Source: an optimization exercise on an open RTL-to-GDS flow (aim: small area). Production flows keep margins and buffers that such runs may drop. The RTL was checked by simulation tests, not by an equivalence proof against the original design. Power figures rest on the tool's default switching activity, not on a simulated workload.

rev 12:
Design priuscan_framer, start of the top module:
module priuscan_framer (
    input  wire         clk,
    input  wire         rst,
    input  wire [31:0]  now,
    input  wire         req_active,
    input  wire [1:0]   req_slot,
    input  wire         breq_valid,
    input  wire [1:0]   breq_slot,
    input  wire         ra_abort,
    input  wire         brx_valid,
    input  wire [10:0]  brx_id,
    input  wire [3:0]   brx_len,
    input  wire [63:0]  brx_data,
    input  wire         lrx_valid,
    input  wire [7:0]   lrx_byte,
    input  wire         ltx_req,
    input  wire [79:0]  ltx_rec,
    input  wire [8:0]   tx_space,
    output wire         tx_req_v,
    output wire [63:0]  tx_req_data,
    output wire         tx_fc_v,
    output wire         rx_result_v,
    output wire [1:0]   rx_result,
    output wire         dec_valid,
    output wire [1:0]   dec_slot,
    output wire [3:0]   dec_vlen,
    output wire [103:0] dec_v,
    output wire [31:0]  dec_value,
    output wire         ltx_ack,
    output wire         ltx_sent,
    output wire [103:0] ltx_frame,
    output wire [79:0]  rec_data,
    output wire         rec_valid,
    output wire [31:0]  rec_ts,
    output wire         rec_pub,
    output wire         fresh
);
Size in the first run: about 1000 cells after synthesis.
export LEC_CHECK = 0
export CAP_MARGIN = 20
export CORE_MARGIN = 2
export CORE_UTILIZATION = 40
export SLEW_MARGIN = 20
create_clock -name core_clock -period 10.0 [get_ports {clk}]
standard.sh (not shown) runs the stock make flow with config.mk's settings and CLKGATE_MAP_FILE= SYNTH_SCRIPT=/design/flow/synth_recipe.tcl, a recipe that flattens the netlist after the stock synthesis.
==> flow/flow/run.sh <==
#!/bin/bash
# The standard layout (the standard.sh: the standard flow's synthesis script and the ORFS flow) with
# three choices changed:
# - synthesis runs flow/synth.tcl, which is synth_recipe.tcl with ABC's technology mapping
#   done by the area-oriented script flow/area.abc (deepsyn AIG search, then area-mode
#   mapping; registers are mapped before ABC and are
#   unchanged);
# - the port buffers that global placement inserts on every input and output are made from
#   the smallest buffer cell (sky130_fd_sc_hd__buf_1) instead of the resizer's default pick;
# - clock tree synthesis uses clkbuf_8 leaf clusters of at most 16 sinks within 70 um and
#   inserts no dummy loads.
# All output of the run goes to standard_flow.log in the work folder; ORFS's per-step logs
# stay under orfs/logs/.
set -euo pipefail
cd "$(dirname "$0")/.."
CTS="-sink_clustering_enable -repair_clock_nets -buf_list sky130_fd_sc_hd__clkbuf_8"
CTS="$CTS -sink_clustering_size 16 -sink_clustering_max_diameter 70 -dont_use_dummy_load"
bash standard.sh \
  "SYNTH_SCRIPT=$PWD/flow/synth.tcl" \
  "AREA_ABC_SCRIPT=$PWD/flow/area.abc" \
  "BUFFER_PORTS_ARGS=-buffer_cell sky130_fd_sc_hd__buf_1" \
  "CTS_ARGS=$CTS" \
  finish > standard_flow.log 2>&1
==> flow/flow/area.abc <==
&get -n
&st
&deepsyn -T 60
&dch -f
&nf -a -R 1000
&put
topo
dnsize -c
==> flow/flow/synth.tcl <==
# The standard synthesis script (synth_recipe.tcl), unchanged except that the ABC
# technology-mapping step runs the area-oriented script in area.abc (AREA_ABC_SCRIPT)
# instead of ORFS's speed script. Registers are mapped by dfflibmap before ABC runs, so they
# are the same cells with the same names as in the standard synthesis.
proc synth {args} { yosys synth -nofsm -noshare {*}$args }
proc abc {args} {
  set i [lsearch -exact $args -script]
  if {$i >= 0 && [string match *abc_speed.script [lindex $args [expr {$i + 1}]]]} {
    lset args [expr {$i + 1}] $::env(AREA_ABC_SCRIPT)
  }
  yosys abc {*}$args
}
source $::env(SCRIPTS_DIR)/synth.tcl
# left out here: clear keep_hierarchy, flatten, clean up, hide names made inside functions, write 1_2_yosys.v
Having completed the whole flow, rev 12 delivered a layout that passed the timing, design-rule and antenna checks.
[inputs] rev 13 vs rev 12
diff --git a/flow/flow/run.sh b/flow/flow/run.sh
--- a/flow/flow/run.sh
+++ b/flow/flow/run.sh
@@ -4,6 +4,6 @@
 # - synthesis runs flow/synth.tcl, which is synth_recipe.tcl with ABC's technology mapping
 #   done by the area-oriented script flow/area.abc (deepsyn AIG search, then area-mode
-#   mapping; registers are mapped before ABC and are
-#   unchanged);
+#   mapping) and without ORFS's half/full-adder pre-mapping; registers are mapped before
+#   both and are unchanged;
 # - the port buffers that global placement inserts on every input and output are made from
 #   the smallest buffer cell (sky130_fd_sc_hd__buf_1) instead of the resizer's default pick;
==> flow/flow/synth.tcl <==
# The standard synthesis script (synth_recipe.tcl), unchanged except that
# - the ABC technology-mapping step runs the area-oriented script in area.abc
#   (AREA_ABC_SCRIPT) instead of ORFS's speed script, and
# - adders are not pre-mapped to half/full-adder cells (ADDER_MAP_FILE cleared), so ABC maps
#   that logic together with the rest.
# Registers are named and mapped by dfflibmap before either step, so they are the same cells
# with the same names as in the standard synthesis.
proc synth {args} { yosys synth -nofsm -noshare {*}$args }
proc abc {args} {
  set i [lsearch -exact $args -script]
  if {$i >= 0 && [string match *abc_speed.script [lindex $args [expr {$i + 1}]]]} {
    lset args [expr {$i + 1}] $::env(AREA_ABC_SCRIPT)
  }
  yosys abc {*}$args
}
set ::env(ADDER_MAP_FILE) ""
source $::env(SCRIPTS_DIR)/synth.tcl
# left out here: clear keep_hierarchy, flatten, clean up, hide names made inside functions, write 1_2_yosys.v
[summary]
Leakage power total ends up lower on rev 13. In rev 13, clock network latency to the later pin of the worst-skew pair is higher than in rev 12. Comparing the two runs side by side, rev 13 comes out behind rev 12 on minimum setup slack after placement. Compared to rev 12, the router laid down more metal wire for rev 13. Rev 13 has first-pass GRT wire length above what rev 12 had. Clock power ended up 4.9% lower on rev 13 than on rev 12. Rev 12 → rev 13: worst setup slack saw a decrease, inserted tap cell count saw a decrease, non-clock buffer count saw an increase. First-iteration DRC count (rev 13 over rev 12): increase, 16.

---

main:
priuscan_framer, a different RTL version from the one above (not shown whole).
For scale: ~650 I/O pins.
Design priuscan_framer, start of the top module:
module priuscan_framer (
    input  wire         clk,
    input  wire         rst,
    input  wire [31:0]  now,
    input  wire         req_active,
    input  wire [1:0]   req_slot,
    input  wire         breq_valid,
    input  wire [1:0]   breq_slot,
    input  wire         ra_abort,
    input  wire         brx_valid,
    input  wire [10:0]  brx_id,
    input  wire [3:0]   brx_len,
    input  wire [63:0]  brx_data,
    input  wire         lrx_valid,
    input  wire [7:0]   lrx_byte,
    input  wire         ltx_req,
    input  wire [79:0]  ltx_rec,
    input  wire [8:0]   tx_space,
    output wire         tx_req_v,
    output wire [63:0]  tx_req_data,
    output wire         tx_fc_v,
    output wire         rx_result_v,
    output wire [1:0]   rx_result,
    output wire         dec_valid,
    output wire [1:0]   dec_slot,
    output wire [3:0]   dec_vlen,
    output wire [103:0] dec_v,
    output wire [31:0]  dec_value,
    output wire         ltx_ack,
    output wire         ltx_sent,
    output wire [103:0] ltx_frame,
    output wire [79:0]  rec_data,
    output wire         rec_valid,
    output wire [31:0]  rec_ts,
    output wire         rec_pub,
    output wire         fresh
);
Settings: LEC_CHECK=0, CAP_MARGIN=20, CORE_MARGIN=2, CORE_UTILIZATION=40, CTS_BUF_LIST=sky130_fd_sc_hd__clkbuf_16, CTS_CLUSTER_DIAMETER=80, CTS_CLUSTER_SIZE=20, SLEW_MARGIN=20; clock period 10.0 ns.
run.sh (not shown) runs the stock make flow with config.mk's settings and CLKGATE_MAP_FILE= SYNTH_SCRIPT=/design/flow/synth_recipe.tcl, a recipe that flattens the netlist after the stock synthesis.
Stock flow here: none of the scripts above is used.
[inputs] the feature branch vs main
Settings: CTS_CLUSTER_SIZE no longer set, was 20; CTS_CLUSTER_DIAMETER no longer set, was 80; CTS_BUF_LIST no longer set, was sky130_fd_sc_hd__clkbuf_16.
==> flow/flow/run.sh (new file) <==
#!/bin/bash
# The standard layout (the standard.sh: standard synthesis and the ORFS flow) with two
# layout choices changed:
# - the port buffers that global placement inserts on every input and output are made from
#   the smallest buffer cell (sky130_fd_sc_hd__buf_1) instead of the resizer's default pick;
# - clock tree synthesis uses clkbuf_8 leaf clusters of at most 16 sinks within 70 um and
#   inserts no dummy loads.
# All output of the run goes to standard_flow.log in the work folder; ORFS's per-step logs
# stay under orfs/logs/.
set -euo pipefail
cd "$(dirname "$0")/.."
CTS="-sink_clustering_enable -repair_clock_nets -buf_list sky130_fd_sc_hd__clkbuf_8"
CTS="$CTS -sink_clustering_size 16 -sink_clustering_max_diameter 70 -dont_use_dummy_load"
bash standard.sh \
  "BUFFER_PORTS_ARGS=-buffer_cell sky130_fd_sc_hd__buf_1" \
  "CTS_ARGS=$CTS" \
  finish > standard_flow.log 2>&1
==> flow/standard.sh (new file) <==
#!/bin/bash
# synth_recipe.tcl (not shown) runs the flow's synth.tcl, then flattens the netlist and writes it again
# the make line also repeats each setting of config.mk as NAME=value (left out here)
make -C /OpenROAD-flow-scripts/flow DESIGN_CONFIG=/design/flow/config.mk WORK_HOME=/design/flow/orfs CLKGATE_MAP_FILE= SYNTH_SCRIPT=/design/flow/synth_recipe.tcl "${@:-finish}"
removed: flow/run.sh
==> comparison <==
For power consumed by combinational cells, dividing the value from main by the value from the feature branch gives 1.4.
| data required time of the critical path | the feature branch vs main | ≈ equal |
[the feature branch vs main] delay of the slowest cell on the worst path: lower in the feature branch
Comparing relative area of clock buffers and inverters in the final design for main and the feature branch, the bigger number came from main.
Comparing the feature branch against main, there is no change at all in sequential cell count.
The feature branch completed every stage of the flow, and the final layout passed the timing, design-rule and antenna checks.
The feature branch: count of clock buffers in the final design is 5 higher than what main reported.
On placed standard-cell area: between main and the feature branch, it ends up lower for the feature branch.
The feature branch against main; first-pass GRT wire length is down by more than 10%.

[static timing again, ports no longer ideal]
How much do the figures lean on ideal ports? The routed layouts below were timed once more, with nothing changed but the port constraints. Step 1: set_driving_cell puts a clkbuf_16 on clk and a buf_2 on each other input, an assumption about the parent block. Step 2, shift: input delay + t, output delay - t, t = (earliest + latest rising clock arrival at the registers) / 2. This alone moves slack from input paths to output paths. Three values: no drivers, after step 1, after step 2; two values: the first two.
| run | t (ns) | setup WS [ns] | worst setup path at the end | slew at the worst register clock pin (ns) |
|---|---|---|---|---|
| rev 12 | 0.606 | 3.800 / 3.691 / 3.691 | input to output | 0.10 / 0.10 |
| rev 13 | 0.659 | 3.665 / 3.644 / 3.644 | input to output | 0.11 / 0.11 |
| main | 0.605 | 3.396 / 3.370 / 3.370 | input to output | 0.09 / 0.09 |
| the feature branch | 0.592 | 4.140 / 4.116 / 4.116 | input to output | 0.10 / 0.10 |
After both steps setup and hold are still met in every run listed. The setup slack of rev 12, which loses most, moves by -0.109 ns with the drivers and by -0.109 ns with both steps.
